What follows belongs to an exercise in optimizing a design on an open flow for small area, a short achievable clock period and few clock cycles per item; a production flow would make more cautious choices.
The RTL was checked by simulation tests, not by an equivalence proof against the original design.
Power and IR drop assume default switching activity.

==> flow/design.v (excerpt) <==
module hacodec (
    input  wire       clk,
    input  wire       rst,
    input  wire       in_valid,
    output wire       in_ready,
    input  wire [7:0] in_data,
    input  wire       in_last,
    output wire       out_valid,
    input  wire       out_ready,
    output wire [7:0] out_data,
    output wire       out_last
);
    function [7:0] bdec;               
        input [7:0] b;
        bdec = {1'b0, b[7:4], 3'b000} + {3'b000, b[7:4], 1'b0} + {4'd0, b[3:0]};
    endfunction
    function bok;
        input [7:0] b;
        bok = (b[7:4] <= 4'd9) && (b[3:0] <= 4'd9);
    endfunction
    function [7:0] benc;               
        input [7:0] v;
        case (v[6:0])
            7'd0 : benc = 8'h00;
            7'd1 : benc = 8'h01;
            7'd2 : benc = 8'h02;
            7'd3 : benc = 8'h03;
            7'd4 : benc = 8'h04;
            7'd5 : benc = 8'h05;
            7'd6 : benc = 8'h06;
            7'd7 : benc = 8'h07;
            7'd8 : benc = 8'h08;
            7'd9 : benc = 8'h09;
            7'd10: benc = 8'h10;
            7'd11: benc = 8'h11;
            7'd12: benc = 8'h12;
            7'd13: benc = 8'h13;
            7'd14: benc = 8'h14;
            7'd15: benc = 8'h15;
            7'd16: benc = 8'h16;
            7'd17: benc = 8'h17;
            7'd18: benc = 8'h18;
            7'd19: benc = 8'h19;
            7'd20: benc = 8'h20;
            7'd21: benc = 8'h21;
            7'd22: benc = 8'h22;
            7'd23: benc = 8'h23;
            7'd24: benc = 8'h24;
            7'd25: benc = 8'h25;
            7'd26: benc = 8'h26;
            7'd27: benc = 8'h27;
            7'd28: benc = 8'h28;
            7'd29: benc = 8'h29;
            7'd30: benc = 8'h30;
            7'd31: benc = 8'h31;
            7'd32: benc = 8'h32;
            7'd33: benc = 8'h33;
            7'd34: benc = 8'h34;
            7'd35: benc = 8'h35;
            7'd36: benc = 8'h36;
            7'd37: benc = 8'h37;
            7'd38: benc = 8'h38;
  ...
Settings: LEC_CHECK=0, ABC_CLOCK_PERIOD_IN_PS=4000, CAP_MARGIN=20, CORE_MARGIN=2, CORE_UTILIZATION=40, CTS_CLUSTER_DIAMETER=100, CTS_CLUSTER_SIZE=20, SETUP_SLACK_MARGIN=5, SLEW_MARGIN=20; clock period 10.0 ns.
standard.sh (not shown) runs the stock make flow with config.mk's settings and CLKGATE_MAP_FILE= SYNTH_SCRIPT=/design/flow/synth_recipe.tcl, a recipe that flattens the netlist after the stock synthesis.
==> flow/flow/run.sh <==
#!/bin/bash
set -euo pipefail
bash standard.sh SYNTH_SCRIPT="$PWD/flow/synth_abc.tcl" ADDER_MAP_FILE= SETUP_SLACK_MARGIN=6 MATCH_CELL_FOOTPRINT=0 \
  "BUFFER_PORTS_ARGS=-buffer_cell sky130_fd_sc_hd__buf_4" finish > flow_standard.log 2>&1
==> flow/flow/synth_abc.tcl <==
# synth_recipe.tcl (the standard synthesis) with one change: the technology mapping of the
# combinational logic uses ABC's default script for a liberty mapping (abc -liberty ... -D)
# instead of ORFS's abc_speed.script. Flip-flops are mapped before ABC and are not touched.
proc synth {args} { yosys synth -nofsm -noshare {*}$args }
proc abc {args} {
  set i [lsearch -exact $args -script]
  if {$i >= 0 && [string match *abc_speed.script [lindex $args [expr {$i + 1}]]]} {
    set args [lreplace $args $i [expr {$i + 1}]]
  }
  yosys abc {*}$args
}
source $::env(SCRIPTS_DIR)/synth.tcl
# left out here: clear keep_hierarchy, flatten, clean up, hide names made inside functions, write 1_2_yosys.v
Testbench counts at the start, summed over its fixed seeds: cycles 248,529, requests 32,000.
Next try:
--- a/flow/design.v
+++ b/flow/design.v
@@ -253,21 +253,24 @@
         endcase
     end
     wire       k7    = fatal & ~opf0;
     wire       badr  = bad | (~hdr & (rem != 8'd1));
     wire       n_bad = badr | chk_bad | (hdr & (in_data != 8'd0));
     wire       n_oe  = oe | chk_oe;
+    wire [2:0] st_n  = k7 ? 3'd7 : n_bad ? 3'd6 : n_oe ? code : 3'd0;
     reg [2:0] st_1;
     always @(*) begin
         if (fatal & ~i_f0)                  st_1 = 3'd7;
         else if (~i_known | ~i_len1)        st_1 = 3'd6;
         else if (i_fparse)                  st_1 = (flen == 4'd0) ? 3'd4 : 3'd0;
         else if (i_tsget)                   st_1 = (flen < 4'd7) ? 3'd4 : okF6 ? 3'd0 : 3'd3;
         else if (i_v16get)                  st_1 = (flen < 4'd3) ? 3'd4 : okF2 ? 3'd0 : 3'd3;
         else                                st_1 = 3'd0;
     end
+    wire [2:0] status = first ? st_1 : st_n;
+    wire       res_ok = ~status[2] & (status[1] == status[0]);    
     reg [3:0] rl_n, rl_1;
     always @(*) begin
         case (oph)
             3'd0:    rl_n = 4'd1;
             3'd1:    rl_n = opl[0] ? 4'd2 : 4'd1;
             3'd2:    rl_n = opl[0] ? 4'd3 : 4'd1;
@@ -277,24 +280,12 @@
         rl_1 = 4'd0;
         if (i_fparse | i_fread) rl_1 = flen + 4'd1;
         if (i_tsget)            rl_1 = 4'd6;
         if (i_v16get | (ih == 3'd7)) rl_1 = 4'd2;
     end
     wire [3:0] rl = first ? rl_1 : rl_n;
-    wire [6:0] oesel = {s_nok, s_99, s_39, s_15, s_63, s_9, s_fl};
-    wire [6:0] oecmp = {~bok(in_data), in_data > 8'd99, in_data > 8'd39, in_data > 8'd15,
-                        in_data > 8'd63, in_data > 8'd9, (in_data == 8'd0) | (in_data > 8'd10)};
-    wire       chkb  = (s_1 & (in_data > 8'd1)) | (hdr & (in_data != 8'd0));
-    wire       cn3   = (code != 3'd3);
-    wire       zl_n  = (rl_n == 4'd0);
-    wire [2:0] od_n;
-    assign od_n[2] = k7 | badr | (oe & code[2]) | chkb | (|(oesel & oecmp & {7{code[2]}}));
-    assign od_n[1] = k7 | badr | (oe & code[1]) | chkb | (|(oesel & oecmp & {7{code[1]}}));
-    assign od_n[0] = k7 | (~badr & ~chkb & code[0] & (oe | (|(oesel & oecmp))));
-    wire       ol_n  = zl_n | k7 | badr | (oe & cn3) | chkb | (|(oesel & oecmp & {7{cn3}}));
-    wire       ol_1  = ~(~st_1[2] & (st_1[1] == st_1[0])) | (rl_1 == 4'd0);
     wire [3:0] bp0 = first ? ((ih == 3'd3) ? 4'd0 : i_get ? 4'd2 : 4'd1)
                            : (o_enc ? 4'd2 : 4'd1);
     wire       i_frb = fbin & (i_fparse | i_fread);
     wire        hg   = ~tx & first & ~fbin & ~rok;
     wire        h0   = hd | hg | hbg;
     wire [7:0]  ha   = hd ? S[0] : F[1];
@@ -405,14 +396,14 @@
             if (cpend & (od[2:0] == 3'd0)) begin
                 Fv   <= Sv;
                 flen <= nlen;
                 fbin <= nfb;
             end
             if (~tx) begin
-                od <= {5'd0, first ? st_1 : od_n};
-                ol <= first ? ol_1 : ol_n;
+                od <= {5'd0, status};
+                ol <= ~res_ok | (rl == 4'd0);
             end
             if (acc) begin
                 eq39 <= (in_data == 8'd39);
                 if (first) begin
                     oph  <= ih;
                     opl  <= il;
What happened: The changed run finished clean. Clock skew stays flat. Routed wire length fell by 0.63%. Total power fell by 3.2%. First-iteration DRC count fell by 22%. Worst setup slack loses 6.6 ps. Maximum frequency hardly moves. Design area fell by 0.92%.
Testbench counts after the change, summed over its fixed seeds: cycles 248,529, requests 32,000.

========
## 12-25
hacodec, a different RTL version from the one above (not shown whole).
Size in the first run: roughly 1500 cells after synthesis, about 230 flip-flops, ~24 I/O pins, about 15000 um2 of cells after synthesis.
export LEC_CHECK = 0
export ABC_CLOCK_PERIOD_IN_PS = 4000
export CAP_MARGIN = 20
export CORE_MARGIN = 2
export CORE_UTILIZATION = 40
export SETUP_SLACK_MARGIN = 5
export SLEW_MARGIN = 20
create_clock -name core_clock -period 10.0 [get_ports {clk}]
==> flow/flow/run.sh <==
#!/bin/bash
set -euo pipefail
bash standard.sh SETUP_SLACK_MARGIN=6 MATCH_CELL_FOOTPRINT=0 \
  "BUFFER_PORTS_ARGS=-buffer_cell sky130_fd_sc_hd__buf_4" finish > flow_standard.log 2>&1
Testbench counts of 12-25, summed over its fixed seeds: cycles 248,807, requests 32,000.
## Diff of input files: 01-10 against 12-25
--- a/flow/design.v
+++ b/flow/design.v
@@ -155,16 +155,12 @@
     reg        bad, oe, eq39;
     reg [3:0]  nlen;
     reg        nfb;
     reg        cpend;                  
     reg        wst;                    
     reg [1:0]  hc;                     
-    reg        hf;                     
-    reg        rok;                    
-    reg        hd;                     
-    reg        hbg;                    
     reg [2:0]  dc;                     
     wire [7:0] F [0:9];
     wire [7:0] S [0:9];
     genvar g;
     generate for (g = 0; g < 10; g = g + 1) begin : bytes
         assign F[g] = Fv[8*g +: 8];
@@ -283,35 +279,23 @@
         if (i_v16get | (ih == 3'd7)) rl_1 = 4'd2;
     end
     wire [3:0] rl = first ? rl_1 : rl_n;
     wire [3:0] bp0 = first ? ((ih == 3'd3) ? 4'd0 : i_get ? 4'd2 : 4'd1)
                            : (o_enc ? 4'd2 : 4'd1);
     wire       i_frb = fbin & (i_fparse | i_fread);
-    wire        hg   = ~tx & first & in_valid & (ih == 3'd4) & il[2] & il[0] & ~fbin & ~rok;
-    wire        h0   = hd | hg | hbg;
-    wire [7:0]  ha   = hd ? S[0] : F[1];
-    wire [7:0]  hb   = hf ? F[2] : S[1];
+    wire [7:0]  ha   = first ? F[1] : S[0];
+    wire [7:0]  hb   = g3 | ~opl[2] ? S[1] : F[2];
     wire [15:0] hx   = {S[8], S[9]};
     wire [15:0] hn   = {hx[12:0], 3'd0} + {hx[14:0], 1'b0} +
                        {12'd0, (hc == 2'd2) ? hb[7:4] : hb[3:0]};
+    wire        h0   = ~tx & (first | (o_dec2 & wp == 4'd1));
     wire [15:0] rv   = (o_get & fbin) ? {F[1], F[2]} : hx;
     wire        rhi  = opl[2] ? (wp == 4'd2) : (wp == 4'd1);
     wire [7:0]  rb   = rhi ? rv[15:8] : rv[7:0];
     wire       xsf = (g3 & ~(fbin & (wp == 4'd1 | wp == 4'd2))) | o_get;
-    reg  [7:0] xs;
-    always @(*) begin
-        case (wp)
-            4'd1:    xs = S[0];
-            4'd3:    xs = S[3];
-            4'd4:    xs = S[4];
-            4'd5:    xs = S[5];
-            4'd6:    xs = S[6];
-            default: xs = S[2];
-        endcase
-    end
-    wire [7:0] xn  = xsf ? F[wp] : xs;
+    wire [7:0] xn  = xsf ? F[wp] : S[(g3 & wp == 4'd1) ? 4'd0 : wp];
     wire [7:0] Y  = sd ? S[0] : X;
     wire [7:0] dX = bdec(Y);
     wire [7:0] eX = benc(Y);
     reg [7:0] nb;                      
     always @(*) begin
         case (oph)
@@ -335,18 +319,18 @@
     wire acc  = in_valid & ~tx;
     wire last = acc & in_last;
     wire dgo  = acc & (first ? i_frb : o_enc & (wp == 4'd2));
     wire dact = (dc != 3'd0);
     wire [2:0] dc_n = dgo ? 3'd4 : first & acc ? 3'd0 : dact ? dc - 3'd1 : 3'd0;
     wire [1:0] hc_n = h0 ? 2'd2 : (hc != 2'd0) ? hc - 2'd1 : 2'd0;
-    wire hwait = first ? hg : o_dec2 & (hc_n != 2'd0);
+    wire hwait = first ? ((ih == 3'd4) & il[2] & il[0] & ~fbin) : o_dec2 & (hc_n != 2'd0);
     wire [3:0] wi = (o_enc & wp == 4'd1) ? 4'd2 : (o_enc & wp == 4'd2) ? 4'd0 : wp;
     integer k;
     always @(posedge clk) begin
         for (k = 0; k < 10; k = k + 1)
-            if (~tx & ~first & ~hdr & (wi == k))
+            if (acc & ~first & ~hdr & (wi == k))
                 Sv[8*k +: 8] <= in_data;
         if (dact)
             {Sv[23:16], Sv[7:0]} <= d2;
         if (~tx & first)
             {Sv[23:16], Sv[7:0]} <= {F[1], F[2]};
         if (h0)
@@ -357,33 +341,21 @@
             tx    <= 1'b0;
             rdy   <= 1'b1;
             ov    <= 1'b0;
             hp    <= 2'd0;
             dc    <= 3'd0;
             hc    <= 2'd0;
-            hd    <= 1'b0;
-            hbg   <= 1'b0;
-            rok   <= 1'b0;
             cpend <= 1'b0;
             wst   <= 1'b0;
             flen  <= 4'd0;
             fbin  <= 1'b0;
             fatal <= 1'b0;
             err   <= 3'd0;
         end else begin
             dc <= dc_n;
             hc <= hc_n;
-            hbg <= tx & ~o_dec2 & ~o_get & ~cpend & ~rok & ~fbin & (hc_n == 2'd0) &
-                   ~(hf & (hc == 2'd1));
-            if (acc) hd <= ~first & o_dec2 & (wp == 4'd0) & ~in_last;
-            if (h0) hf <= ~hd;
-            if ((cpend & (od[2:0] == 3'd0)) | h0 |
-                (~tx & ~first & ~hdr & (wi[3:1] == 3'd4)))
-                rok <= 1'b0;
-            else if (hf & (hc == 2'd1))
-                rok <= 1'b1;
             wst   <= 1'b0;
             cpend <= 1'b0;
             if (wst) begin
                 if (od[2:0] != 3'd7) err <= od[2:0];
                 if (od[2:0] == 3'd1) fatal <= 1'b1;
             end
@@ -417,15 +389,13 @@
                     if (s_9)  nlen <= in_data[3:0] + 4'd1;
                 end
             end
             if (last) begin
                 tx  <= 1'b1;
                 rdy <= 1'b0;
-                ov  <= first ? ~(i_frb | hg)
-                             : ~(o_enc & wp == 4'd2) & (dc[2:1] == 2'd0) &
-                               ~(o_dec2 & (wp == 4'd1 | hc[1]));
+                ov  <= (dc_n == 3'd0) & ~hwait;
                 rem <= {4'd0, rl};
                 wp  <= bp0;
                 sd  <= 1'b1;
                 wst <= first ? ~i_f0 : ~opf0;
                 if (first) begin
                     cpend <= i_fclr;
[summary]
Hold slack delta (01-10 − 12-25): favourable. 01-10 does worse than 12-25 on leakage power of the design. Of the two values seen for highest routed metal layer, met5 was produced by 01-10 and met4 by 12-25. Looking at cell row count, 01-10 sits about 1.4% above 12-25. Wire length on met1 in 01-10 is about 2.4% higher than in 12-25. Measured against 12-25, the number of buffers other than clock buffers in the final layout of 01-10 comes out at 0.941 times the reference value. The via count of the first global-routing pass reported for 01-10 is greater than that of 12-25 by 399.
Testbench counts of 01-10, summed over its fixed seeds: cycles 251,380, requests 32,000.

==> port drivers added, routing unchanged <==
Ports are ideal in the flow. The routed layouts listed here were re-timed in OpenROAD.
Step 1 sets driving cells, clkbuf_16 on the clock port and buf_2 on the other inputs (assumed; they add their load-dependent delay and slew).
Step 2, shift: input delay + t, output delay - t, t = (earliest + latest rising clock arrival at the registers) / 2. This alone moves slack from input paths to output paths.
Slacks: ideal / step 1 / step 2; pairs: ideal / step 1.
run	shift t [ns]	setup slack, ns	worst setup path at the end	pins driven straight from the clock port
the first run of note 1	0.552	6.149 / 6.183 / 5.631	input to register	1
the second run of note 1	0.552	6.142 / 6.142 / 5.648	input to register	1
12-25	0.613	6.015 / 6.026 / 5.430	input to register	1
01-10	0.617	6.102 / 6.102 / 5.532	input to register	1
After both steps setup and hold are still met in every run listed. The setup slack of 12-25, which loses most, moves by +0.011 ns with the drivers and by -0.585 ns with both steps.
